From an optimization exercise on the open Yosys and OpenROAD flow, aimed at small area, a short achievable clock period and few clock cycles per item; shortcuts taken in it are not production practice.
Function was checked by simulation only, so behaviour that the tests miss may differ from the original.

## flow/design.v (module list and top-level ports; edited modules follow where they fit)
// module fp_rnd: 31 lines
// module fp_add_align: 39 lines
// module fp_add_sum: 9 lines
// module fp_add_norm: 26 lines
// module fp_mul_tree: 2051 lines
// module fp_div: 90 lines
// module fp_div_it: 110 lines
// module fpu: 238 lines
// module fp_prenorm: 19 lines
module fpu (
    input  wire        clk,
    input  wire        rst,
    input  wire        in_valid,
    output wire        in_ready,
    input  wire [3:0]  op,
    input  wire [31:0] a,
    input  wire [31:0] b,
    output reg         out_valid,
    output reg  [31:0] y,
    output reg         fault
);
  // ...
==> flow/run.sh <==
#!/bin/bash
# synth_recipe.tcl (not shown) runs the flow's synth.tcl, then flattens the netlist and writes it again
# the make line also repeats each setting of config.mk as NAME=value (left out here)
make -C /OpenROAD-flow-scripts/flow DESIGN_CONFIG=/design/flow/config.mk WORK_HOME=/design/flow/orfs CLKGATE_MAP_FILE= SYNTH_SCRIPT=/design/flow/synth_recipe.tcl finish
==> flow/config.mk <==
export PLATFORM = sky130hd
export DESIGN_NAME = fpu
export DESIGN_NICKNAME = fpu
export VERILOG_FILES = /design/flow/design.v
export SDC_FILE = /design/flow/constraint.sdc
export NUM_CORES = 4
export LEC_CHECK = 0
export ABC_CLOCK_PERIOD_IN_PS = 4000
export CAP_MARGIN = 20
export CORE_MARGIN = 2
export CORE_UTILIZATION = 62
export SLEW_MARGIN = 20
==> flow/constraint.sdc <==
create_clock -name core_clock -period 17.0 [get_ports {clk}]
set_input_delay 3.4000 -clock core_clock [delete_from_list [all_inputs] [get_ports {clk}]]
set_output_delay 3.4000 -clock core_clock [all_outputs]
set_load 0.01 [all_outputs]
==> run_results.csv, run 1 <==
group,metric,value,unit
yosys,synth_area_leaders,"dfxtp_1, edfxtp_1, fa_1, ha_1, xnor2_1",
run_status,status,"timing/DRC/antenna clean",
final_layout,seq_area_frac,0.329,
final_layout,nFlopsAndLatches,1314,
job,drv_cap,0,
floorplan,die_h,374,um
placed_design,io_buffers,105,
yosys,synth_flop_cell,"dfxtp_1",
grt,grt_pass1_wl,402000,um
clock_network,clk_pin_slew,0.06,ns
detailed_routing,antenna_left,0,
final_layout,layout_common_cells,"dfxtp_1, inv_1, nand2_1",
critical_path,r2r_cells,12,
grt,antenna_found_initial,9,
critical_path,crit_chain,"mux2_4, mux2_2, nand2_1, nor3_1, a221oi_1, or4_1, a21oi_2, nand3_1, or4_1, mux2_4, o21ai_4, o22ai_1",
final_layout,clkCellAreaFrac,0.0512,
yosys,ys_warn_count,8,
yosys,ys_ff_latch,1314,
final_layout,postLayoutCellArea,91800,um^2
floorplan,rows,135,
placed_design,place_area,87100,um^2
final_layout,syn_to_final_growth,8.37,%
yosys,syn-cell-area,84700,um^2
yosys,synth_top_cell_by_area,"dfxtp_1",
clock_network,cts_setup_buffers,0,
timing,hold_violations,0,
detailed_routing,drtIter0Drc,7467,
final_layout,drive_gt1_frac,0.0845,
detailed_routing,wl_met3,23400,um
Testbench counts, summed over its fixed seeds: cycles 11,397, items 9,600.
==> module fp_div, before the edit <==
module fp_div #(
    parameter R = 5,
    parameter K = 5
) (
    input  wire              clk,
    input  wire              rst,
    input  wire              start,
    input  wire [23:0]       na,       
    input  wire [23:0]       nb,       
    input  wire signed [9:0] ee,       
    input  wire signed [6:0] el,       
    input  wire              sign,
    output wire              busy,     
    output wire              busy_nx,  
    output wire [31:0]       y
);
    localparam N = R * K;              
    wire             ba, bb, bna, bnb, la, lb;
    wire [27:0]      sa, ca, sb, cb;
    wire [23:0]      dva, dvb;
    wire signed [9:0] exa, exb;
    wire             sga, sgb;
    wire [N-1:0]     qpa, qna, qpb, qnb;
    wire             sta = start && !ba;
    wire             stb = start && ba;
    assign busy    = ba && bb;
    assign busy_nx = bna && bnb;
    fp_div_it #(.R(R), .K(K)) u_a (
        .clk(clk), .rst(rst), .start(sta), .na(na), .nb(nb), .ee(ee), .el(el), .sign(sign),
        .busy(ba), .busy_nx(bna), .last(la), .s(sa), .c(ca), .dv(dva), .ex(exa), .sg(sga),
        .qp(qpa), .qn(qna)
    );
    fp_div_it #(.R(R), .K(K)) u_b (
        .clk(clk), .rst(rst), .start(stb), .na(na), .nb(nb), .ee(ee), .el(el), .sign(sign),
        .busy(bb), .busy_nx(bnb), .last(lb), .s(sb), .c(cb), .dv(dvb), .ex(exb), .sg(sgb),
        .qp(qpb), .qn(qnb)
    );
    reg [27:0]       wsf, wcf;
    reg [23:0]       dvf;
    reg signed [9:0] exf;
    reg              sgf;
    reg              selb;             
    always @(posedge clk) begin
        if (la || lb) begin
            wsf <= la ? sa : sb;
            wcf <= la ? ca : cb;
            dvf <= la ? dva : dvb;
            exf <= la ? exa : exb;
            sgf <= la ? sga : sgb;
        end
        selb <= lb;
    end
    wire [N-1:0] qp = selb ? qpb : qpa;
    wire [N-1:0] qn = selb ? qnb : qna;
    reg [N-1:0]       p1q0, p1q1;
    reg               p1neg, p1nz, p1nzd, p1dh, p1dl;
    reg [4:0]         p1rh, p1rl;
    reg signed [10:0] p1bh, p1bl;
    reg               p1sg;
    wire [27:0] ddv = {3'b000, dvf, 1'b0};
    wire [27:0] w   = wsf + wcf;
    wire signed [10:0] bh  = $signed({exf[9], exf}) + 11'sd127;
    wire signed [10:0] bl  = $signed({exf[9], exf}) + 11'sd126;
    wire signed [10:0] rh  = 11'sd1 - bh;
    wire signed [10:0] rl  = 11'sd1 - bl;
    always @(posedge clk) begin
        p1q0  <= qp - qn;
        p1q1  <= qp + ~qn;
        p1neg <= w[27];
        p1nz  <= (w != 28'd0);
        p1nzd <= ((wsf + wcf + ddv) != 28'd0);
        p1dh  <= (bh <= 11'sd0);
        p1dl  <= (bl <= 11'sd0);
        p1rh  <= (bh > 11'sd0) ? 5'd0 : (rh > 11'sd31) ? 5'd31 : rh[4:0];
        p1rl  <= (bl > 11'sd0) ? 5'd0 : (rl > 11'sd31) ? 5'd31 : rl[4:0];
        p1bh  <= bh;
        p1bl  <= bl;
        p1sg  <= sgf;
    end
    wire [N-1:0] p2q  = p1neg ? p1q1 : p1q0;
    wire         p2st = p1neg ? p1nzd : p1nz;
    wire         hi   = p2q[N-1];
    wire [N+1:0] p2x  = {p2q, 2'b00};
    wire [25:0]  p2m  = hi ? p2x[N+1:N-24] : p2x[N:N-25];
    wire         p2lo = hi ? |p2x[N-25:0] : |p2x[N-26:0];
    fp_rnd u_rnd (
        .sign(p1sg), .be(hi ? p1bh : p1bl), .den(hi ? p1dh : p1dl), .rs(hi ? p1rh : p1rl),
        .m(p2m), .sticky(p2st | p2lo), .y(y)
    );
endmodule
==> module fpu, before the edit <==
module fpu (
    input  wire        clk,
    input  wire        rst,
    input  wire        in_valid,
    output wire        in_ready,
    input  wire [3:0]  op,
    input  wire [31:0] a,
    input  wire [31:0] b,
    output reg         out_valid,
    output reg  [31:0] y,
    output reg         fault
);
    localparam [3:0] OP_ADD = 4'd0, OP_SUB = 4'd1, OP_MUL = 4'd2, OP_DIV = 4'd3,
                     OP_XOR = 4'd4, OP_AND = 4'd5, OP_FROMBITS = 4'd6,
                     OP_TOBITS = 4'd7, OP_FLIPSIGN = 4'd12;
    localparam [31:0] QNAN = 32'h7FC00000;
    localparam K = 13;               
    localparam R = 2;                
    localparam NDL = K - 2;          
    reg        v0;
    reg [3:0]  op0;
    reg [31:0] a0, b0;
    reg        div0;
    wire       div_busy, div_busy_nx;
    reg        v1, div1;
    wire       go0 = v0 && (!div0 || !div_busy);
    reg        rdy;
    assign in_ready = rdy;
    wire       nv0   = rdy ? in_valid : v0;
    wire       ndiv0 = rdy ? (op == OP_DIV) : div0;
    always @(posedge clk) begin
        if (rst) begin
            v0  <= 1'b0;
            rdy <= 1'b1;
        end else begin
            if (in_ready) v0 <= in_valid;
            rdy <= !(nv0 && ndiv0 && div_busy_nx);
        end
        if (in_ready) begin
            op0  <= op;
            a0   <= a;
            b0   <= b;
            div0 <= (op == OP_DIV);
        end
    end
    wire is_add = (op0 == OP_ADD) || (op0 == OP_SUB);
    wire is_mul = (op0 == OP_MUL);
    wire is_div = div0;
    wire [31:0] bf = (op0 == OP_SUB) ? {~b0[31], b0[30:0]} : b0;
    wire [7:0]  ea = a0[30:23], eb = b0[30:23];
    wire a_nan  = (ea == 8'hFF) && (a0[22:0] != 0);
    wire b_nan  = (eb == 8'hFF) && (b0[22:0] != 0);
    wire a_inf  = (ea == 8'hFF) && (a0[22:0] == 0);
    wire b_inf  = (eb == 8'hFF) && (b0[22:0] == 0);
    wire a_zero = (a0[30:0] == 31'd0);
    wire b_zero = (b0[30:0] == 31'd0);
    wire sx     = a0[31] ^ b0[31];
    reg        ey_use, ey_fault;
    reg [31:0] ey;
    always @* begin
        ey_use   = 1'b1;
        ey_fault = 1'b0;
        ey       = 32'd0;
        case (op0)
            OP_ADD, OP_SUB: begin
                if (a_nan)                 ey = a0;
                else if (b_nan)            ey = bf;
                else if (a_inf && b_inf)   ey = (a0[31] == bf[31]) ? a0 : QNAN;
                else if (a_inf)            ey = a0;
                else if (b_inf)            ey = bf;
                else if (a_zero && b_zero) ey = (a0[31] == bf[31]) ? a0 : 32'd0;
                else if (a_zero)           ey = bf;
                else if (b_zero)           ey = a0;
                else                       ey_use = 1'b0;
            end
            OP_MUL: begin
                if (a_nan)                 ey = a0;
                else if (b_nan)            ey = b0;
                else if (a_inf || b_inf)   ey = (a_zero || b_zero) ? QNAN : {sx, 8'hFF, 23'd0};
                else if (a_zero || b_zero) ey = {sx, 31'd0};
                else                       ey_use = 1'b0;
            end
            OP_DIV: begin
                if (a_nan)                 ey = a0;
                else if (b_nan)            ey = b0;
                else if (a_inf)            ey = b_inf ? QNAN : {sx, 8'hFF, 23'd0};
                else if (b_inf)            ey = {sx, 31'd0};
                else if (b_zero)           ey = a_zero ? QNAN : {sx, 8'hFF, 23'd0};
                else if (a_zero)           ey = {sx, 31'd0};
                else                       ey_use = 1'b0;
            end
            OP_XOR:                 ey = a0 ^ b0;
            OP_AND:                 ey = a0 & b0;
            OP_FROMBITS, OP_TOBITS: ey = a0;
            OP_FLIPSIGN:            ey = {~a0[31], a0[30:0]};
            default:                ey_fault = 1'b1;
        endcase
    end
    wire [23:0] na, nb;
    wire [4:0] lza, lzb;
    wire [7:0] efa, efb;
    fp_prenorm u_pna (.e(ea), .f(a0[22:0]), .n(na), .lz(lza), .ef(efa));
    fp_prenorm u_pnb (.e(eb), .f(b0[22:0]), .n(nb), .lz(lzb), .ef(efb));
    wire [23:0] am1;
    wire [26:0] am2;
    wire [7:0]  ae1;
    wire        asres, aeffsub;
    fp_add_align u_aal (
        .a(a0), .b(bf), .m1(am1), .m2al(am2), .e1(ae1), .sres(asres), .effsub(aeffsub)
    );
    wire [31:0] div_y;
    fp_div #(.R(R), .K(K)) u_div (
        .clk(clk), .rst(rst), .start(go0 && div0),
        .na(na), .nb(nb),
        .ee($signed({2'd0, efa}) - $signed({2'd0, efb})),
        .el($signed({2'd0, lza}) - $signed({2'd0, lzb})), .sign(sx),
        .busy(div_busy), .busy_nx(div_busy_nx), .y(div_y)
    );
    reg        add1, use1, flt1, sg1;
    reg [23:0] na1, nb1;
    reg [8:0]  es1;              
    reg [5:0]  lzs1;             
    reg [23:0] am1_1;
    reg [26:0] am2_1;
    reg [7:0]  ae1_1;
    reg        aeff1;
    always @(posedge clk) begin
        if (rst) v1 <= 1'b0;
        else     v1 <= go0;
        add1 <= is_add;
        div1 <= is_div;
        use1 <= ey_use;
        flt1 <= ey_fault;
        sg1  <= is_add ? asres : sx;
        na1  <= na;
        nb1  <= nb;
        es1  <= {1'b0, efa} + {1'b0, efb};
        lzs1 <= {1'b0, lza} + {1'b0, lzb};
        am1_1 <= ey_use ? ey[23:0] : am1;      
        am2_1 <= am2;
        ae1_1 <= ey_use ? ey[31:24] : ae1;     
        aeff1 <= aeffsub;
    end
    wire signed [10:0] mbl = $signed({2'd0, es1}) - $signed({5'd0, lzs1}) - 11'sd127;
    wire signed [10:0] mbh = $signed({2'd0, es1}) - $signed({5'd0, lzs1}) - 11'sd126;
    wire signed [10:0] mrl = 11'sd1 - mbl;
    wire signed [10:0] mrh = 11'sd1 - mbh;
    wire [47:0] p0, p1;
    fp_mul_tree u_mt (.x(na1), .y(nb1), .p0(p0), .p1(p1));
    wire [21:0] plo = {1'b0, p0[20:0]} + {1'b0, p1[20:0]};
    wire [27:0] asum;
    fp_add_sum u_as (.m1(am1_1), .m2al(am2_1), .effsub(aeff1), .sum(asum));
    reg        v2, add2, div2, use2, flt2, sg2;
    reg [26:0] ph0_2, ph1_2;    
    reg        pc2;             
    reg        pz2;             
    reg signed [10:0] mbe2, mbh2;
    reg        mdl2, mdh2;
    reg [4:0]  mrl2, mrh2;
    reg [27:0] asum2;
    reg [7:0]  ae1_2;
    always @(posedge clk) begin
        if (rst) v2 <= 1'b0;
        else     v2 <= v1;
        add2 <= add1;
        div2 <= div1;
        use2 <= use1;
        flt2 <= flt1;
        sg2  <= sg1;
        ph0_2 <= p0[47:21];
        ph1_2 <= p1[47:21];
        pc2  <= plo[21];
        pz2  <= ((p0[20:0] ^ p1[20:0]) == {p0[19:0] | p1[19:0], 1'b0});
        mbe2 <= mbl;
        mbh2 <= mbh;
        mdl2 <= (mbl <= 11'sd0);
        mdh2 <= (mbh <= 11'sd0);
        mrl2 <= (mbl > 11'sd0) ? 5'd0 : (mrl > 11'sd31) ? 5'd31 : mrl[4:0];
        mrh2 <= (mbh > 11'sd0) ? 5'd0 : (mrh > 11'sd31) ? 5'd31 : mrh[4:0];
        asum2 <= use1 ? {4'd0, am1_1} : asum;
        ae1_2 <= ae1_1;
    end
    wire [26:0] pr2  = ph0_2 + ph1_2 + {26'd0, pc2};
    wire        ph   = pr2[26];
    wire [25:0] mm   = ph ? pr2[26:1] : pr2[25:0];
    wire        mst  = !pz2 | (ph & pr2[0]);
    wire signed [10:0] mbe = ph ? mbh2 : mbe2;
    wire        mden = ph ? mdh2 : mdl2;
    wire [4:0]  mrs  = ph ? mrh2 : mrl2;
    wire [25:0] am;
    wire        ast, aden, azero;
    wire signed [10:0] abe;
    wire [4:0]  ars;
    fp_add_norm u_an (
        .sum(asum2), .e1(ae1_2), .m(am), .sticky(ast), .be(abe), .den(aden),
        .rs(ars), .zero(azero)
    );
    reg        v3, div3, use3, flt3, sg3, den3, st3, zero3;
    reg [25:0] m3;
    reg signed [10:0] be3;
    reg [4:0]  rs3;
    always @(posedge clk) begin
        if (rst) v3 <= 1'b0;
        else     v3 <= v2;
        div3  <= div2;
        use3  <= use2;
        flt3  <= flt2;
        sg3   <= sg2;
        m3    <= use2 ? {2'd0, asum2[23:0]} : add2 ? am : mm;
        st3   <= add2 ? ast : mst;
        be3   <= use2 ? {3'd0, ae1_2} : add2 ? abe : mbe;
        den3  <= add2 ? aden : mden;
        rs3   <= add2 ? ars : mrs;
        zero3 <= add2 && azero;
    end
    wire [31:0] ry;
    fp_rnd u_rnd (
        .sign(sg3), .be(be3), .den(den3), .rs(rs3), .m(m3), .sticky(st3), .y(ry)
    );
    reg [NDL:0] dl_v, dl_d, dl_f;
    reg [31:0]  dl_y [0:NDL];
    integer j;
    always @(posedge clk) begin
        if (rst) dl_v <= 0;
        else     dl_v <= {dl_v[NDL-1:0], v3};
        dl_d <= {dl_d[NDL-1:0], div3 && !use3};
        dl_f <= {dl_f[NDL-1:0], flt3};
        dl_y[0] <= use3 ? {be3[7:0], m3[23:0]} : (zero3 ? 32'd0 : ry);
        for (j = 1; j <= NDL; j = j + 1)
            dl_y[j] <= dl_y[j-1];
    end
    always @(posedge clk) begin
        if (rst) out_valid <= 1'b0;
        else     out_valid <= dl_v[NDL];
        y     <= dl_d[NDL] ? div_y : dl_y[NDL];
        fault <= dl_f[NDL];
    end
endmodule
==> inputs of run 2 (changes only) <==
--- a/flow/design.v
+++ b/flow/design.v
@@ -2210,4 +2210,4 @@
     wire [N-1:0] qn = selb ? qnb : qna;
-    reg [N-1:0]       p1q0, p1q1;
-    reg               p1neg, p1nz, p1nzd, p1dh, p1dl;
+    reg [N-1:0]       p1q;
+    reg               p1st, p1dh, p1dl;
     reg [4:0]         p1rh, p1rl;
@@ -2217,2 +2217,5 @@
     wire [27:0] w   = wsf + wcf;
+    wire [27:0] t3s = wsf ^ wcf ^ ddv;
+    wire [27:0] t3m = (wsf & wcf) | ((wsf | wcf) & ddv);
+    wire [27:0] t3c = {t3m[26:0], 1'b0};
     wire signed [10:0] bh  = $signed({exf[9], exf}) + 11'sd127;
@@ -2222,7 +2225,5 @@
     always @(posedge clk) begin
-        p1q0  <= qp - qn;
-        p1q1  <= qp + ~qn;
-        p1neg <= w[27];
-        p1nz  <= (w != 28'd0);
-        p1nzd <= ((wsf + wcf + ddv) != 28'd0);
+        p1q   <= w[27] ? qp + ~qn : qp - qn;
+        p1st  <= w[27] ? ((t3s ^ t3c) != {t3s[26:0] | t3c[26:0], 1'b0})
+                       : ((wsf ^ wcf) != {wsf[26:0] | wcf[26:0], 1'b0});
         p1dh  <= (bh <= 11'sd0);
@@ -2235,4 +2236,4 @@
     end
-    wire [N-1:0] p2q  = p1neg ? p1q1 : p1q0;
-    wire         p2st = p1neg ? p1nzd : p1nz;
+    wire [N-1:0] p2q  = p1q;
+    wire         p2st = p1st;
     wire         hi   = p2q[N-1];
@@ -2372,4 +2373,4 @@
     localparam [31:0] QNAN = 32'h7FC00000;
-    localparam K = 13;               
-    localparam R = 2;                
+    localparam K = 9;                
+    localparam R = 3;                
     localparam NDL = K - 2;          
==> run_results.csv, run 2 <==
group,metric,value,unit
run_status,status,"timing/DRC/antenna clean",
final_layout,largest_reg_flops,256,
clock_network,cts_max_path_buffers,3,
yosys,ys_ff_latch,1151,
detailed_routing,via_count,68500,
yosys,synth.cells.most_frequent,"nand2_1, inv_1, dfxtp_1, ha_1, nor2_1",
yosys,synth_area_leaders,"dfxtp_1, edfxtp_1, fa_1, ha_1, xnor2_1",
floorplan,rows,135,
detailed_routing,antenna_left,0,
detailed_routing,drt_drc_violations_left,0,
clock_network,cts_setup_buffers,0,
final_layout,multi_input_area,51900,um^2
hold_path,hold_start,"dl_y[3][26]",
job,drv_cap,0,
final_layout,n_fill_cell,10800,
placed_design,post-place-ws,9.60,ns
grt,grt_max_degree,83,
timing,final.period_utilization,0.437,
final_layout,drive_gt1_frac,0.0749,
grt,first_global_vias,67500,
clock_network,h-tree-depth,3,
floorplan,die_h,373,um
timing,setup_viol,0,
critical_path,rrSetupSlack,9.57,ns
critical_path,crit_required,17.74,ns
placed_design,hpwl,193000,um
clock_network,holdBufCountCts,0,
hold_path,hold_class,"flop to flop",
timing,rsz0062_at_grt,"no",
yosys,synth_fp_nets,10100,
yosys,synthCells,9028,
clock_network,cts-root-buf,"clkbuf_16",
floorplan,dieArea,139000,um^2
timing,fin_crit,7.43,ns
timing,worstMarginPinSlew,1.23,ns
critical_path,reg2reg_from,"u_div.wcf[2]",
timing,hold_violations,0,
yosys,ys_warn_count,8,
final_layout,syn_to_final_growth,8.00,%
critical_path,worst_setup_path_end_kind,"flop",
grt,track_usage,0.375,
clock_network,cts_sinks,1151,
detailed_routing,wl,263000,um
yosys,syn-mean-instance-area,9.33,um^2
yosys,synth_top_area_share,0.180,
final_layout,final_cells,10700,
timing,finalMaxSlewViolations,0,
critical_path,cp-start-kind,"flop",
floorplan,io_pins,106,
yosys,yosysSeqAreaShare,0.320,
detailed_routing,via_per_inst,6.39,
grt,antenna_found_initial,23,
critical_path,path_class,"flop to flop",
clock_network,clk_pin_slew,0.06,ns
timing,final.setup.tns,0,ns
hold_path,worstHoldPathCells,0,
critical_path,path_max_fanout,14,
floorplan,coreArea,135000,um^2
placed_design,dp.cells,10500,
timing,clock_skew,0.0791,ns
clock_network,cts_resized,0,
critical_path,arrival,8.17,ns
yosys,ys_types,113,
placed_design,io_buffers,105,
critical_path,r2r_cells,26,
detailed_routing,firstDrtPassIters,8,
placed_design,routabilityCongestion,0.974,
timing,fmax,0.135,GHz
final_layout,final_common_cell,"nand2_1",
detailed_routing,drtIter0Drc,8146,
final_layout,seq_area,27000,um^2
final_layout,layout_common_cells,"nand2_1, inv_1, dfxtp_1",
yosys,synth_flop_cell,"dfxtp_1",
grt,grt-ovfl-total,0,
final_layout,nets,9914,
yosys,synthArstFlopShare,0,
clock_network,insertion_delay,0.80,ns
clock_network,cts_tree,"built",
timing,finalWorstSetupSlack,9.57,ns
final_layout,regMostFlops,"dl_y",
detailed_routing,avgRoutedWirePerCell,24.6,um
yosys,synth_top_cell_by_area,"dfxtp_1",
timing,maxSlewHeadroom,0.177,
floorplan,die_x,373,um
hold_path,worstHoldEndpoint,"dl_y[4][26]",
grt,grt_pass1_wl,406000,um
clock_network,cts-buffers-inserted,117,
critical_path,timing.rr.end,"u_div.p1q[25]",
yosys,syn-cell-area,84300,um^2
yosys,synth_edf_count,393,
yosys,yosysMostFrequentCell,"nand2_1",
floorplan,start_util,0.624,
run 2: changes by cell type after synthesis, moves of 51 or more:
cell,previous run,this run
dfxtp_1,925,758
xor2_1,184,235
fa_1,382,462
ha_1,487,549
nand2_1,718,870
inv_1,734,841
o21ai_0,411,464
mux2_2,214,103
run 2: critical path: stages (launching register included):
cell      delay, ns
edfxtp_1       0.42
inv_1          0.06
ha_1           0.30
ha_1           0.19
a21o_1         0.18
a21o_1         0.18
a21o_1         0.17
a211o_1        0.31
a221oi_1       0.32
o21ai_0        0.35
a22oi_1        0.22
or4b_1         0.71
or3_1          0.40
nand3_1        0.08
o21ai_0        0.12
ha_1           0.41
o21a_1         0.21
o21a_1         0.17
o21ai_0        0.27
o31ai_1        0.17
a21oi_1        0.23
a21oi_1        0.13
a41o_1         0.30
o41ai_1        0.53
o31ai_1        0.20
or4b_2         0.66
nand3_1        0.10
run 2: cell type report:
class	instances	share of cell area
Multi-Input combinational cell	6427	0.570
Timing Repair Buffer	270	0.0254
Tap cell	1781	0.0245
Inverter	865	0.0357
Antenna cell	8	0.000220
Clock buffer	144	0.0348
Sequential cell	1151	0.297
Clock inverter	80	0.0129
run 2: worst max-delay path by stage:
| stage | start | to | slack, ns | cells past startpoint |
|---|---|---|---|---|
| after floorplan | u_div.wcf[2] | u_div.p1q[25] | 10.76 | 26 |
| after global placement | u_div.wcf[2] | u_div.p1q[25] | 9.64 | 26 |
| after detailed placement | u_div.wcf[2] | u_div.p1q[25] | 9.60 | 26 |
| after CTS | u_div.wcf[2] | u_div.p1q[25] | 9.64 | 26 |
| after global routing | u_div.wcf[2] | u_div.p1q[25] | 9.12 | 26 |
| final | u_div.wcf[2] | u_div.p1q[25] | 9.57 | 26 |
run 2: per-stage QoR:
step                      utilization  instance area [um^2]  hold slack, ns
after CTS                       0.673                 90900           0.253
after detailed placement        0.641                 86600           0.312
after global routing            0.673                 91000           0.271
after floorplan                     -                 84300           0.310
after global placement          0.641                 86600           0.310
final                           0.673                 91000           0.268
run 2: cell families after synthesis:
| family | after synthesis | synth area share |
|---|---|---|
| fa+ha+maj | 1014 | 0.192 |
| buf+inv | 1450 | 0.0670 |
| xor+xnor | 676 | 0.0706 |
| flops | 1151 | 0.320 |
| compound gates | 2118 | 0.164 |
| mux | 494 | 0.0706 |
| simple gates | 2125 | 0.116 |
run 2: layer usage:
layer  routed length [um]  vias to the layer above  global-route usage
li1                     -                    30900                   -
met1               104000                    32900               0.490
met2               116000                     3828               0.583
met3                26800                      847              0.0865
met4                16100                       18               0.196
met5                  162                        -                   0
Testbench counts of run 2, summed over its fixed seeds: cycles 10,382, items 9,600.
==> inputs of run 3 (changes only) <==
--- a/flow/config.mk
+++ b/flow/config.mk
@@ -10,3 +10,3 @@
 export CORE_MARGIN = 2
-export CORE_UTILIZATION = 62
+export CORE_UTILIZATION = 70
 export SLEW_MARGIN = 20
==> run_results.csv, run 3 <==
group,metric,value,unit
yosys,muxShareOfSynthArea,0.0706,
critical_path,arrival,8.46,ns
detailed_routing,drt_drc_violations_left,0,
timing,maxSlewHeadroom,0.117,
yosys,synthSimpleGateAreaFrac,0.116,
detailed_routing,drtIter0Drc,10800,
clock_network,cts-buffers-inserted,115,
yosys,synth_edf_count,393,
hold_path,hold_start,"dl_y[2][2]",
critical_path,r2r_cells,26,
final_layout,final_common_cell,"nand2_1",
run_status,status,"timing/DRC/antenna clean",
timing,clock_skew,0.0793,ns
timing,fin_crit,7.74,ns
critical_path,crit_required,17.72,ns
final_layout,post-route-util,0.755,
detailed_routing,antenna_left,0,
yosys,synth_fa_ha_area_frac,0.192,
yosys,synth_top_cell_by_area,"dfxtp_1",
placed_design,routabilityCongestion,0.986,
clock_network,cts-root-buf,"clkbuf_16",
floorplan,coreArea,120000,um^2
timing,worstMarginPinSlew,1.32,ns
yosys,syn-mean-instance-area,9.33,um^2
yosys,synth_top_family_by_area,"adder cells",
grt,grt_pass1_wl,415000,um
clock_network,clk_pin_slew,0.07,ns
final_layout,drive_gt1_frac,0.0728,
final_layout,nets,9892,
detailed_routing,avgRoutedWirePerCell,25.7,um
grt,grt_max_degree,90,
timing,finalMaxSlewViolations,0,
clock_network,cts_sinks,1151,
hold_path,worstHoldEndpoint,"dl_y[3][2]",
timing,final.period_utilization,0.455,
final_layout,syn_to_final_growth,7.28,%
grt,antenna_found_initial,10,
grt,track_usage,0.438,
yosys,ys_warn_count,8,
placed_design,post-place-ws,9.47,ns
placed_design,io_buffers,105,
clock_network,cts_max_path_buffers,3,
final_layout,largest_reg_flops,256,
critical_path,reg2reg_from,"u_div.wcf[2]",
critical_path,path_max_fanout,14,
grt,first_global_vias,70500,
clock_network,h-tree-depth,3,
yosys,synth_flop_cell,"dfxtp_1",
clock_network,cts_setup_buffers,0,
yosys,synthArstFlopShare,0,
final_layout,multi_input_area,51900,um^2
final_layout,layout_common_cells,"nand2_1, inv_1, dfxtp_1",
final_layout,n_fill_cell,8263,
floorplan,die_x,351,um
critical_path,worst_setup_path_end_kind,"flop",
hold_path,hold_class,"flop to flop",
timing,rsz0062_at_grt,"no",
yosys,ys_types,113,
final_layout,final_cells,10500,
timing,fmax,0.129,GHz
floorplan,die_h,351,um
critical_path,path_class,"flop to flop",
yosys,synth_compound_area_frac,0.164,
clock_network,insertion_delay,0.81,ns
yosys,synth-xor-area-share,0.0706,
floorplan,io_pins,106,
clock_network,cts_resized,0,
yosys,yosysMostFrequentCell,"nand2_1",
grt,grt-ovfl-total,0,
critical_path,timing.rr.end,"u_div.p1q[25]",
yosys,synth_area_leaders,"dfxtp_1, edfxtp_1, fa_1, ha_1, xnor2_1",
timing,finalWorstSetupSlack,9.26,ns
yosys,synth.cells.most_frequent,"nand2_1, inv_1, dfxtp_1, ha_1, nor2_1",
clock_network,cts_tree,"built",
floorplan,dieArea,123000,um^2
yosys,synth_fp_nets,10100,
timing,hold_violations,0,
critical_path,rrSetupSlack,9.26,ns
yosys,ys_ff_latch,1151,
yosys,synthCells,9028,
job,drv_cap,0,
timing,final.setup.tns,0,ns
yosys,yosysSeqAreaShare,0.320,
placed_design,dp.cells,10300,
detailed_routing,via_count,71200,
detailed_routing,wl,271000,um
yosys,syn-cell-area,84300,um^2
detailed_routing,via_per_inst,6.76,
timing,setup_viol,0,
final_layout,seq_area,27000,um^2
floorplan,rows,127,
placed_design,hpwl,190000,um
clock_network,holdBufCountCts,0,
detailed_routing,firstDrtPassIters,11,
hold_path,worstHoldPathCells,0,
floorplan,start_util,0.704,
final_layout,regMostFlops,"dl_y",
critical_path,cp-start-kind,"flop",
yosys,synth_top_area_share,0.180,
-- run 3: layout make-up --
cell class / count / share of cell area
multi-input combinational: 6427 / 0.574
clock inverter: 71 / 0.00961
antenna: 7 / 0.000194
timing repair buffer: 250 / 0.0239
clock buffer: 148 / 0.0358
sequential: 1151 / 0.299
tap: 1612 / 0.0223
inverter: 865 / 0.0360
-- run 3: worst max path at each step --
stage,from,endpoint,slack [ns],depth (start not counted)
2_1_floorplan,u_div.wcf[2],u_div.p1q[25],10.76,26
3_3_place_gp,u_div.wcf[2],u_div.p1q[25],9.66,26
3_5_place_dp,u_div.wcf[2],u_div.p1q[25],9.47,26
4_1_cts,u_div.wcf[2],u_div.p1q[25],9.37,26
5_1_grt,u_div.wcf[2],u_div.p1q[25],8.73,26
6_report,u_div.wcf[2],u_div.p1q[25],9.26,26
-- run 3: cell families after synthesis --
family,count (synthesis)
DFF,1151
AOI/OAI and AO/OA,2118
muxes,494
buffers and inverters,1450
and+or+nand+nor,2125
adders and majority gates,1014
xor gates and xnor gates,676
-- run 3: worst max-delay path, cell delays in order (launching register included) --
cell      delay, ns
edfxtp_1       0.42
inv_1          0.06
ha_1           0.32
ha_1           0.19
a21o_1         0.20
a21o_1         0.18
a21o_1         0.17
a211o_1        0.30
a221oi_1       0.43
o21ai_1        0.40
a22oi_1        0.25
or4b_1         0.74
or3_1          0.41
nand3_1        0.08
o21ai_0        0.10
ha_1           0.40
o21a_1         0.21
o21a_1         0.19
o21ai_0        0.29
o31ai_1        0.17
a21oi_1        0.23
a21oi_1        0.13
a41o_1         0.30
o41ai_1        0.53
o31ai_1        0.21
or4b_2         0.66
nand3_1        0.11
-- run 3: stage by stage --
| step | area (um^2) | hold WS, ns |
|---|---|---|
| floorplan | 84300 | 0.310 |
| global placement | 86200 | 0.311 |
| detailed placement | 86200 | 0.312 |
| CTS | 90300 | 0.288 |
| global route | 90400 | 0.280 |
| finish | 90400 | 0.282 |
-- run 3: layer usage --
| metal | wire [um] | vias up | track usage |
|---|---|---|---|
| li1 | - | 30900 | - |
| met2 | 119000 | 5095 | 0.670 |
| met5 | 104 | - | 0.00471 |
| met4 | 20400 | 12 | 0.276 |
| met3 | 32400 | 1347 | 0.124 |
| met1 | 98600 | 33900 | 0.548 |
==> inputs of run 4 (changes only) <==
--- a/flow/design.v
+++ b/flow/design.v
@@ -2210,4 +2210,4 @@
     wire [N-1:0] qn = selb ? qnb : qna;
-    reg [N-1:0]       p1q;
-    reg               p1st, p1dh, p1dl;
+    reg [N-1:0]       p1q0, p1q1;
+    reg               p1neg, p1nz, p1nzd, p1dh, p1dl;
     reg [4:0]         p1rh, p1rl;
@@ -2225,5 +2225,7 @@
     always @(posedge clk) begin
-        p1q   <= w[27] ? qp + ~qn : qp - qn;
-        p1st  <= w[27] ? ((t3s ^ t3c) != {t3s[26:0] | t3c[26:0], 1'b0})
-                       : ((wsf ^ wcf) != {wsf[26:0] | wcf[26:0], 1'b0});
+        p1q0  <= qp - qn;
+        p1q1  <= qp + ~qn;
+        p1neg <= w[27];
+        p1nz  <= ((wsf ^ wcf) != {wsf[26:0] | wcf[26:0], 1'b0});
+        p1nzd <= ((t3s ^ t3c) != {t3s[26:0] | t3c[26:0], 1'b0});
         p1dh  <= (bh <= 11'sd0);
@@ -2236,11 +2238,19 @@
     end
-    wire [N-1:0] p2q  = p1q;
-    wire         p2st = p1st;
-    wire         hi   = p2q[N-1];
-    wire [N+1:0] p2x  = {p2q, 2'b00};
-    wire [25:0]  p2m  = hi ? p2x[N+1:N-24] : p2x[N:N-25];
-    wire         p2lo = hi ? |p2x[N-25:0] : |p2x[N-26:0];
+    wire [N-1:0] p1q  = p1neg ? p1q1 : p1q0;
+    wire         hi   = p1q[N-1];
+    wire [N+1:0] p1x  = {p1q, 2'b00};
+    reg  [25:0]       p2m;
+    reg               p2st, p2den, p2sg;
+    reg  [4:0]        p2rs;
+    reg signed [10:0] p2be;
+    always @(posedge clk) begin
+        p2m   <= hi ? p1x[N+1:N-24] : p1x[N:N-25];
+        p2st  <= (p1neg ? p1nzd : p1nz) | (hi ? |p1x[N-25:0] : |p1x[N-26:0]);
+        p2be  <= hi ? p1bh : p1bl;
+        p2den <= hi ? p1dh : p1dl;
+        p2rs  <= hi ? p1rh : p1rl;
+        p2sg  <= p1sg;
+    end
     fp_rnd u_rnd (
-        .sign(p1sg), .be(hi ? p1bh : p1bl), .den(hi ? p1dh : p1dl), .rs(hi ? p1rh : p1rl),
-        .m(p2m), .sticky(p2st | p2lo), .y(y)
+        .sign(p2sg), .be(p2be), .den(p2den), .rs(p2rs), .m(p2m), .sticky(p2st), .y(y)
     );
@@ -2373,5 +2383,5 @@
     localparam [31:0] QNAN = 32'h7FC00000;
-    localparam K = 9;                
-    localparam R = 3;                
-    localparam NDL = K - 2;          
+    localparam K = 13;               
+    localparam R = 2;                
+    localparam NDL = K - 1;          
     reg        v0;
@@ -2506,3 +2516,2 @@
     fp_mul_tree u_mt (.x(na1), .y(nb1), .p0(p0), .p1(p1));
-    wire [21:0] plo = {1'b0, p0[20:0]} + {1'b0, p1[20:0]};
     wire [27:0] asum;
@@ -2510,5 +2519,3 @@
     reg        v2, add2, div2, use2, flt2, sg2;
-    reg [26:0] ph0_2, ph1_2;    
-    reg        pc2;             
-    reg        pz2;             
+    reg [47:0] p0_2, p1_2;      
     reg signed [10:0] mbe2, mbh2;
@@ -2526,6 +2533,4 @@
         sg2  <= sg1;
-        ph0_2 <= p0[47:21];
-        ph1_2 <= p1[47:21];
-        pc2  <= plo[21];
-        pz2  <= ((p0[20:0] ^ p1[20:0]) == {p0[19:0] | p1[19:0], 1'b0});
+        p0_2 <= p0;
+        p1_2 <= p1;
         mbe2 <= mbl;
@@ -2539,6 +2544,6 @@
     end
-    wire [26:0] pr2  = ph0_2 + ph1_2 + {26'd0, pc2};
-    wire        ph   = pr2[26];
-    wire [25:0] mm   = ph ? pr2[26:1] : pr2[25:0];
-    wire        mst  = !pz2 | (ph & pr2[0]);
+    wire [47:0] prod = p0_2 + p1_2;
+    wire        ph   = prod[47];
+    wire [25:0] mm   = ph ? prod[47:22] : prod[46:21];
+    wire        mst  = ph ? |prod[21:0] : |prod[20:0];
     wire signed [10:0] mbe = ph ? mbh2 : mbe2;
--- a/flow/config.mk
+++ b/flow/config.mk
@@ -10,3 +10,3 @@
 export CORE_MARGIN = 2
-export CORE_UTILIZATION = 70
+export CORE_UTILIZATION = 62
 export SLEW_MARGIN = 20
==> run_results.csv, run 4 <==
group,metric,value,unit
clock_network,insertion_delay,0.82,ns
detailed_routing,wl_met1,108000,um
placed_design,post-place-ws,11.42,ns
grt,track_usage,0.365,
timing,fmax,0.183,GHz
yosys,synth_top_area_share,0.238,
timing,finalMaxSlewViolations,0,
yosys,ys_ff_latch,1433,
timing,clock_skew,0.0758,ns
final_layout,layout_common_cells,"dfxtp_1, inv_1, nand2_1",
yosys,synth_edf_count,389,
clock_network,clk_pin_slew,0.06,ns
placed_design,routabilityCongestion,1.04,
clock_network,cts-root-buf,"clkbuf_16",
critical_path,worst_setup_path_end_kind,"flop",
clock_network,cts_tree,"built",
yosys,synthCells,9036,
placed_design,place_area,90100,um^2
final_layout,final_common_cell,"dfxtp_1",
clock_network,h-tree-depth,4,
detailed_routing,drtIter0Drc,7851,
critical_path,crit_chain,"nor4_2, and2_1, nor2_1, inv_1, ha_1, inv_1, fa_1, xnor2_2, buf_4, inv_1, ha_1, o21a_1, o21ai_0, nand2b_1, a21oi_1, a31oi_1, a31oi_1, o21ai_0, o32a_1",
timing,final.period_utilization,0.321,
yosys,synth.cells.most_frequent,"dfxtp_1, inv_1, nand2_1, nor2_1, a21oi_1",
hold_path,hold_class,"flop to flop",
placed_design,io_buffers,105,
run_status,status,"timing/DRC/antenna clean",
yosys,syn-mean-instance-area,9.70,um^2
final_layout,nets,9838,
detailed_routing,drt_drc_violations_left,0,
timing,fin_crit,5.46,ns
detailed_routing,wl_met3,28400,um
critical_path,path_class,"flop to flop",
final_layout,largest_reg_flops,416,
detailed_routing,via_per_inst,6.32,
detailed_routing,firstDrtPassIters,7,
clock_network,cts_max_path_buffers,3,
clock_network,cts_sinks,1433,
detailed_routing,maxUsedRoutingLayer,"met5",
final_layout,drive_gt1_frac,0.0867,
final_layout,n_fill_cell,10800,
floorplan,coreArea,140000,um^2
yosys,synth_area_leaders,"dfxtp_1, edfxtp_1, fa_1, ha_1, xnor2_1",
yosys,synthArstFlopShare,0,
yosys,ys_types,104,
final_layout,postLayoutCellArea,95200,um^2
floorplan,start_util,0.627,
critical_path,critPathMostFrequentCell,"inv_1",
critical_path,crit_family,"simple AND/OR/NAND/NOR gates",
grt,grt_pass1_wl,409000,um
yosys,syn-cell-area,87700,um^2
yosys,synth_top_cell_by_area,"dfxtp_1",
grt,antenna_found_initial,18,
clock_network,cts_setup_buffers,0,
clock_network,holdBufCountCts,0,
critical_path,crit_buf_inv,4,
job,drv_cap,0,
timing,worstMarginPinSlew,1.31,ns
yosys,ys_warn_count,8,
detailed_routing,antenna_left,0,
final_layout,reg_top3,"dl_y: 416 flops, p0_2: 48 flops, p1_2: 47 flops",
floorplan,dieArea,144000,um^2
final_layout,syn_to_final_growth,8.65,%
placed_design,hpwl,195000,um
detailed_routing,via_count,68700,
yosys,yosysSeqAreaShare,0.372,
clock_network,cts-buffers-inserted,146,
timing,hold_violations,0,
detailed_routing,avgRoutedWirePerCell,24.7,um
critical_path,cp-start-kind,"flop",
timing,finalWorstSetupSlack,11.54,ns
final_layout,regMostFlops,"dl_y",
grt,first_global_vias,67900,
timing,final.setup.tns,0,ns
final_layout,post-route-util,0.681,
critical_path,arrival,6.14,ns
critical_path,crit_required,17.68,ns
clock_network,cts_resized,0,
detailed_routing,wl_met2,118000,um
timing,rsz0062_at_grt,"no",
grt,grt_max_degree,72,
critical_path,cpMaxStageDelayCell,"nor4_2",
yosys,synth_fp_nets,10000,
timing,maxSlewHeadroom,0.123,
grt,grt-ovfl-total,0,
timing,setup_viol,0,
critical_path,crit_path_max_incr_delay,0.82,ns
floorplan,die_x,380,um
yosys,yosysMostFrequentCell,"dfxtp_1",
final_layout,seq_area,32600,um^2
floorplan,io_pins,106,
floorplan,rows,137,
detailed_routing,wl,268000,um
yosys,synth_flop_cell,"dfxtp_1",
critical_path,path_max_fanout,27,
final_layout,multi_input_area,50000,um^2
floorplan,die_h,380,um
[run 4: cell types whose count changed after synthesis, moves of 24 or more]
cell | before | now
a21oi_1 | 484 | 553
a22oi_1 | 323 | 271
dfxtp_1 | 758 | 1044
fa_1 | 462 | 403
ha_1 | 549 | 498
inv_1 | 841 | 782
mux2_2 | 103 | 232
nand2_1 | 870 | 688
nand4_1 | 47 | 74
nor2_1 | 507 | 578
nor2b_1 | 63 | 107
o211ai_1 | 41 | 65
o21ai_0 | 464 | 382
[run 4: cell families after synthesis]
logic type,count (synthesis),synth area share
AND/OR/NAND/NOR,2018,0.106
multiplexers,586,0.0783
adder cells (fa/ha/maj),903,0.163
AO/OA/AOI/OAI,2061,0.154
flip-flops,1433,0.372
buffers and inverters,1372,0.0606
XOR/XNOR,663,0.0662
[run 4: cell type report]
cell class | count | share of cell area
diodes | 3 | 0.0000788
clock buffers | 189 | 0.0421
well taps | 1876 | 0.0246
flip-flops and latches | 1433 | 0.342
repair buffers | 253 | 0.0227
clock inverters | 79 | 0.0118
inverters | 801 | 0.0316
multi-input cells | 6231 | 0.525
[run 4: worst paths after layout]
path | slack (ns) | start | to | depth (start not counted)
worst max-delay path | 11.54 | a0[24] | am2_1[0] | 19
worst min-delay path | 0.28 | dl_d[2] | dl_d[3] | 0
worst max register to register | 11.54 | a0[24] | am2_1[0] | 19
worst min register to register | 0.28 | dl_d[2] | dl_d[3] | 0
[run 4: worst register-to-register path, stage by stage (launching register included)]
cell and delay, ns:
edfxtp_1 0.56, nor4_2 0.82, and2_1 0.65, nor2_1 0.14, inv_1 0.12, ha_1 0.14
inv_1 0.06, fa_1 0.49, xnor2_2 0.15, buf_4 0.23, inv_1 0.57, ha_1 0.37
o21a_1 0.10, o21ai_0 0.15, nand2b_1 0.07, a21oi_1 0.13, a31oi_1 0.07, a31oi_1 0.21
o21ai_0 0.14, o32a_1 0.19
[run 4: per-stage QoR]
step	hold WS (ns)	std cells
2_1_floorplan	0.310	9036
3_5_place_dp	0.312	10600
3_3_place_gp	0.310	10600
5_1_grt	0.293	10900
6_report	0.277	10900
4_1_cts	0.272	10900
[run 4: per-layer routing]
layer	up-vias	track usage
met5	-	0
met4	16	0.170
met3	739	0.0873
met2	3844	0.560
met1	33100	0.490
li1	31000	-
Testbench counts of run 4, summed over its fixed seeds: cycles 11,405, items 9,600.
==> inputs of run 5 (changes only) <==
--- a/flow/design.v
+++ b/flow/design.v
@@ -2393,6 +2393,8 @@
     wire       go0 = v0 && (!div0 || !div_busy);
-    reg        rdy;
-    assign in_ready = rdy;
+    reg        rdy, rdy_port;    
+    assign in_ready = rdy_port;
     wire       nv0   = rdy ? in_valid : v0;
     wire       ndiv0 = rdy ? (op == OP_DIV) : div0;
+    wire       nv0p   = rdy_port ? in_valid : v0;
+    wire       ndiv0p = rdy_port ? (op == OP_DIV) : div0;
     always @(posedge clk) begin
@@ -2401,7 +2403,9 @@
             rdy <= 1'b1;
+            rdy_port <= 1'b1;
         end else begin
-            if (in_ready) v0 <= in_valid;
+            if (rdy) v0 <= in_valid;
             rdy <= !(nv0 && ndiv0 && div_busy_nx);
+            rdy_port <= !(nv0p && ndiv0p && div_busy_nx);
         end
-        if (in_ready) begin
+        if (rdy) begin
             op0  <= op;
==> run_results.csv, run 5 <==
group,metric,value,unit
run_status,status,"timing/DRC/antenna clean",
timing,hold_violations,0,
final_layout,drive_gt1_frac,0.0934,
detailed_routing,antenna_left,0,
floorplan,die_h,381,um
floorplan,dieArea,145000,um^2
grt,first_global_vias,67500,
critical_path,crit_path_start,"a0[28]",
timing,final.setup.tns,0,ns
final_layout,postLayoutCellArea,96000,um^2
timing,setup_viol,0,
clock_network,cts-root-buf,"clkbuf_16",
critical_path,critical_path.endpoint,"am2_1[25]",
yosys,syn-cell-area,88000,um^2
placed_design,hpwl,199000,um
detailed_routing,via_per_inst,6.36,
critical_path,reg2reg_from,"a0[28]",
detailed_routing,drt_drc_violations_left,0,
floorplan,die_x,381,um
floorplan,rows,138,
timing,final.period_utilization,0.330,
critical_path,path_max_fanout,16,
critical_path,cp-start-kind,"flop",
timing,fmax,0.178,GHz
yosys,synthArstFlopShare,0,
final_layout,post-route-util,0.680,
critical_path,rrSetupSlack,11.39,ns
clock_network,h-tree-depth,4,
critical_path,path_class,"flop to flop",
final_layout,layout_common_cells,"dfxtp_1, inv_1, nand2_1",
grt,track_usage,0.374,
clock_network,cts_sinks,1434,
grt,antenna_found_initial,16,
final_layout,largest_reg_flops,416,
clock_network,cts_tree,"built",
yosys,synthCells,8959,
placed_design,routabilityCongestion,1.01,
yosys,synth_edf_count,389,
yosys,ys_warn_count,8,
final_layout,n_fill_cell,10900,
clock_network,cts_max_path_buffers,3,
yosys,ys_types,110,
final_layout,regMostFlops,"dl_y",
placed_design,place_area,90400,um^2
detailed_routing,firstDrtPassIters,9,
detailed_routing,drtIter0Drc,7882,
hold_path,hold_class,"flop to flop",
critical_path,worst_setup_path_end_kind,"flop",
floorplan,io_pins,106,
placed_design,io_buffers,105,
detailed_routing,via_count,68700,
final_layout,final_cells,10800,
yosys,synth_fp_nets,9931,
timing,maxSlewHeadroom,0.125,
critical_path,crit_path_max_incr_delay,0.90,ns
detailed_routing,wl,274000,um
yosys,ys_ff_latch,1434,
critical_path,cpMaxStageDelayCell,"nor4_2",
timing,fin_crit,5.61,ns
clock_network,cts-buffers-inserted,149,
floorplan,coreArea,141000,um^2
yosys,yosysSeqAreaShare,0.370,
yosys,synth_top_area_share,0.238,
yosys,synth_top_cell_by_area,"dfxtp_1",
timing,finalMaxSlewViolations,0,
grt,grt_pass1_wl,415000,um
critical_path,timing.rr.end,"am2_1[25]",
final_layout,nets,9761,
final_layout,reg_top3,"dl_y: 416 flops, p0_2: 48 flops, p1_2: 47 flops",
yosys,synth_area_leaders,"dfxtp_1, edfxtp_1, fa_1, ha_1, xnor2_1",
job,drv_cap,0,
timing,worstMarginPinSlew,1.31,ns
clock_network,cts_resized,0,
timing,clock_skew,0.0900,ns
clock_network,cts_setup_buffers,0,
critical_path,crit_required,17.65,ns
timing,rsz0062_at_grt,"no",
floorplan,start_util,0.623,
yosys,syn-mean-instance-area,9.82,um^2
final_layout,seq_area,32600,um^2
yosys,synth.cells.most_frequent,"dfxtp_1, inv_1, nand2_1, a21oi_1, nor2_1",
critical_path,r2r_cells,15,
clock_network,clk_pin_slew,0.07,ns
clock_network,holdBufCountCts,0,
yosys,yosysMostFrequentCell,"dfxtp_1",
yosys,synth_flop_cell,"dfxtp_1",
detailed_routing,avgRoutedWirePerCell,25.4,um
final_layout,multi_input_area,50300,um^2
placed_design,dp.cells,10500,
final_layout,final_common_cell,"dfxtp_1",
grt,grt_max_degree,71,
grt,grt-ovfl-total,0,
clock_network,insertion_delay,0.84,ns
critical_path,crit_chain,"nor4_2, and2_1, nor2_1, inv_1, ha_1, inv_1, fa_1, a21o_1, a21oi_1, o21bai_1, a21oi_1, xnor2_1, nor3_2, nand3_1, o32ai_1",
final_layout,syn_to_final_growth,9.05,%
critical_path,arrival,6.25,ns
-- run 5: how the worst min path moves through the flow --
| stage | start | endpoint | slack [ns] | depth (start not counted) |
|---|---|---|---|---|
| 2_1_floorplan | add1 | add2 | 0.31 | 0 |
| 3_3_place_gp | dl_y[5][14] | dl_y[6][14] | 0.31 | 0 |
| 3_5_place_dp | dl_y[1][2] | dl_y[2][2] | 0.31 | 0 |
| 4_1_cts | dl_y[0][26] | dl_y[1][26] | 0.29 | 0 |
| 5_1_grt | dl_y[0][26] | dl_y[1][26] | 0.30 | 0 |
| 6_report | dl_y[0][26] | dl_y[1][26] | 0.29 | 0 |
-- run 5: per-stage QoR --
stage	hold WS [ns]	worst slack, ns
after floorplan	0.310	12.40
after global placement	0.310	11.29
after detailed placement	0.312	11.47
after CTS	0.289	11.35
after global routing	0.296	11.14
final	0.292	11.39
-- run 5: critical path, delay by kind of cell (launching register included) --
family	cells	cell delay [ns]
DFF	1	0.57
adders and majority gates	2	0.64
AOI/OAI and AO/OA	5	1.21
and+or+nand+nor	5	2.71
xor gates and xnor gates	1	0.10
buffers and inverters	2	0.18
-- run 5: cell families (layout without fill, tap and decap cells) --
group,count (synthesis),after routing,share of synthesized area
flops,1434,1434,0.370
compound gates,2025,2025,0.152
mux,621,621,0.0848
xor+xnor,660,660,0.0660
buf+inv,1380,1336,0.0615
other cells,0,6,0
fa+ha+maj,908,908,0.163
simple gates,1931,1931,0.102
-- run 5: final cells by class --
class,instances,area share
inverters,799,0.0313
well taps,1890,0.0246
diodes,6,0.000156
clock buffers,196,0.0427
clock inverters,81,0.0147
multi-input cells,6145,0.524
flip-flops and latches,1434,0.340
repair buffers,260,0.0230
-- run 5: routing by layer --
layer,GRT usage,vias up,share of wire
li1,-,30900,-
met1,0.504,33400,0.40
met2,0.566,3736,0.44
met3,0.0906,731,0.11
met4,0.177,10,0.054
met5,0,-,0.00023
Testbench counts of run 5, summed over its fixed seeds: cycles 11,405, items 9,600.
==> inputs of run 6 (changes only) <==
--- a/flow/design.v
+++ b/flow/design.v
@@ -2383,4 +2383,4 @@
     localparam [31:0] QNAN = 32'h7FC00000;
-    localparam K = 13;               
-    localparam R = 2;                
+    localparam K = 9;                
+    localparam R = 3;                
     localparam NDL = K - 1;          
==> run_results.csv, run 6 <==
group,metric,value,unit
yosys,yosysMostFrequentCell,"dfxtp_1",
critical_path,path_max_fanout,27,
critical_path,crit_required,17.63,ns
detailed_routing,avgRoutedWirePerCell,24.5,um
placed_design,place_area,89500,um^2
clock_network,holdBufCountCts,0,
critical_path,worst_setup_path_end_kind,"flop",
final_layout,layout_common_cells,"dfxtp_1, inv_1, nand2_1",
yosys,synth_area_leaders,"dfxtp_1, edfxtp_1, fa_1, ha_1, xnor2_1",
final_layout,syn_to_final_growth,8.64,%
critical_path,r2r_cells,21,
timing,maxSlewHeadroom,0.151,
clock_network,cts-buffers-inserted,136,
yosys,syn-mean-instance-area,9.60,um^2
floorplan,io_pins,106,
yosys,synth_top_area_share,0.209,
floorplan,rows,137,
detailed_routing,drtIter0Drc,7667,
clock_network,cts_setup_buffers,0,
yosys,synthArstFlopShare,0,
hold_path,worstHoldPathCells,0,
run_status,status,"timing/DRC/antenna clean",
timing,hold_violations,0,
timing,worstMarginPinSlew,1.27,ns
clock_network,cts_resized,0,
timing,timing.hold.ws,0.301,ns
hold_path,worstHoldEndpoint,"ae1_2[4]",
job,drv_cap,0,
timing,clock_skew,0.0735,ns
final_layout,largest_reg_flops,288,
clock_network,cts_sinks,1300,
placed_design,routabilityCongestion,1.01,
detailed_routing,via_per_inst,6.33,
grt,grt_max_degree,68,
clock_network,cts-root-buf,"clkbuf_16",
clock_network,h-tree-depth,4,
final_layout,nets,9964,
yosys,synth_fp_nets,10100,
yosys,synth_edf_count,393,
timing,final.setup.tns,0,ns
yosys,ys_types,113,
critical_path,path_class,"flop to flop",
floorplan,coreArea,139000,um^2
yosys,synth.cells.most_frequent,"dfxtp_1, inv_1, nand2_1, a21oi_1, ha_1",
final_layout,postLayoutCellArea,94500,um^2
final_layout,final_common_cell,"dfxtp_1",
critical_path,cp-start-kind,"flop",
floorplan,die_x,379,um
clock_network,clk_pin_slew,0.06,ns
yosys,ys_ff_latch,1300,
timing,rsz0062_at_grt,"no",
yosys,yosysSeqAreaShare,0.344,
final_layout,drive_gt1_frac,0.0811,
final_layout,regMostFlops,"dl_y",
floorplan,dieArea,143000,um^2
floorplan,start_util,0.624,
yosys,synthCells,9062,
yosys,synth_top_cell_by_area,"dfxtp_1",
yosys,syn-cell-area,87000,um^2
yosys,synth_flop_cell,"dfxtp_1",
timing,fin_crit,5.97,ns
detailed_routing,wl,267000,um
critical_path,timing.rr.end,"u_div.u_b.dp",
critical_path,rrSetupSlack,11.03,ns
timing,fmax,0.168,GHz
detailed_routing,antenna_left,0,
hold_path,hold_class,"flop to flop",
placed_design,hpwl,196000,um
final_layout,reg_top3,"dl_y: 288 flops, p0_2: 48 flops, p1_2: 47 flops",
detailed_routing,firstDrtPassIters,10,
grt,grt-ovfl-total,0,
clock_network,insertion_delay,0.81,ns
placed_design,io_buffers,105,
yosys,ys_warn_count,8,
clock_network,cts_tree,"built",
grt,antenna_found_initial,20,
grt,grt_pass1_wl,406000,um
timing,finalMaxSlewViolations,0,
hold_path,hold_start,"ae1_1[4]",
detailed_routing,via_count,69000,
grt,first_global_vias,67900,
clock_network,cts_max_path_buffers,3,
floorplan,die_h,379,um
critical_path,arrival,6.59,ns
grt,track_usage,0.371,
critical_path,reg2reg_from,"u_div.u_b.dv[22]",
detailed_routing,drt_drc_violations_left,0,
timing,setup_viol,0,
timing,final.period_utilization,0.351,
[run 6: cell type report]
type | count | area [um^2]
multi-input combinational | 6359 | 51800
fill | 10900 | 44800
sequential | 1300 | 30000
clock buffer | 173 | 3700
inverter | 857 | 3220
tap | 1876 | 2350
timing repair buffer | 246 | 2110
clock inverter | 75 | 1290
antenna | 17 | 42.5
[run 6: worst max-delay path by stage]
stage	start	end	cells past startpoint
CTS	u_div.u_b.dv[22]	u_div.u_b.dp	21
floorplan	u_div.u_a.dv[22]	u_div.u_a.dn	21
global placement	u_div.u_b.dv[22]	u_div.u_b.dp	21
global route	u_div.u_b.dv[22]	u_div.u_b.dp	21
finish	u_div.u_b.dv[22]	u_div.u_b.dp	21
detailed placement	u_div.u_b.dv[22]	u_div.u_b.dp	21
[run 6: metal layers]
layer	vias up	share of wire	wire length [um]	track usage
met4	20	0.057	15300	0.190
met2	3905	0.45	119000	0.581
met3	820	0.11	28600	0.0984
met5	-	0.00087	232	0
met1	33000	0.39	104000	0.474
li1	31200	-	-	-
[run 6: logic make-up (layout without fill, tap and decap cells)]
family	after synthesis	count (layout)	synth area share
AO/OA/AOI/OAI	2163	2163	0.161
multiplexers	523	523	0.0734
XOR/XNOR	684	684	0.0693
flip-flops	1300	1300	0.344
buffers and inverters	1403	1351	0.0626
adder cells (fa/ha/maj)	1000	1000	0.183
other	0	17	0
AND/OR/NAND/NOR	1989	1989	0.106
[run 6: metrics by stage]
step	setup WS, ns	std cells	util
3_3_place_gp	11.04	10600	0.642
6_report	11.03	10900	0.678
4_1_cts	11.03	10900	0.678
3_5_place_dp	11.02	10600	0.642
2_1_floorplan	11.20	9062	-
5_1_grt	10.68	10900	0.678
[run 6: worst max-delay path, cell delays in order, from the launching register on]
cell and delay [ns]:
edfxtp_1 0.57, inv_1 0.24, fa_1 0.56, inv_1 0.06, ha_1 0.21, fa_1 0.44
xor2_1 0.15, a311oi_1 0.47, o31ai_4 0.07, buf_4 0.26, nand2_1 0.11, o21ai_0 0.13
fa_1 0.58, fa_1 0.59, inv_1 0.09, ha_1 0.27, a21o_1 0.17, a21oi_1 0.22
mux2i_1 0.13, xor2_1 0.19, a211oi_1 0.23, o21ai_0 0.09
Testbench counts of run 6, summed over its fixed seeds: cycles 10,390, items 9,600.

afterwards: timing with drivers on the ports:
In the flow no input, the clock included, has a driving cell. The finished layouts below were timed again as built, in two steps. Step 1, drivers: a clkbuf_16 drives clk and a buf_2 each remaining input, both assumed. Step 2 times the ports against the registers' clock, not the clock port: input delays grow and output delays shrink by t, the midpoint of the rising clock arrivals with the driver on. Three values: ideal, step 1, step 2; two values: the first two.
run	t, ns	slack for setup (ns)	worst setup path at the end
run 1	0.863	10.646 / 10.646 / 10.646	register to register
run 2	0.849	9.571 / 9.571 / 9.571	register to register
run 3	0.844	9.264 / 9.264 / 9.264	register to register
run 4	0.863	11.544 / 11.544 / 11.544	register to register
run 5	0.886	11.395 / 11.395 / 11.395	register to register
run 6	0.851	11.034 / 11.034 / 11.034	register to register
After both steps setup and hold are still met in every run listed.
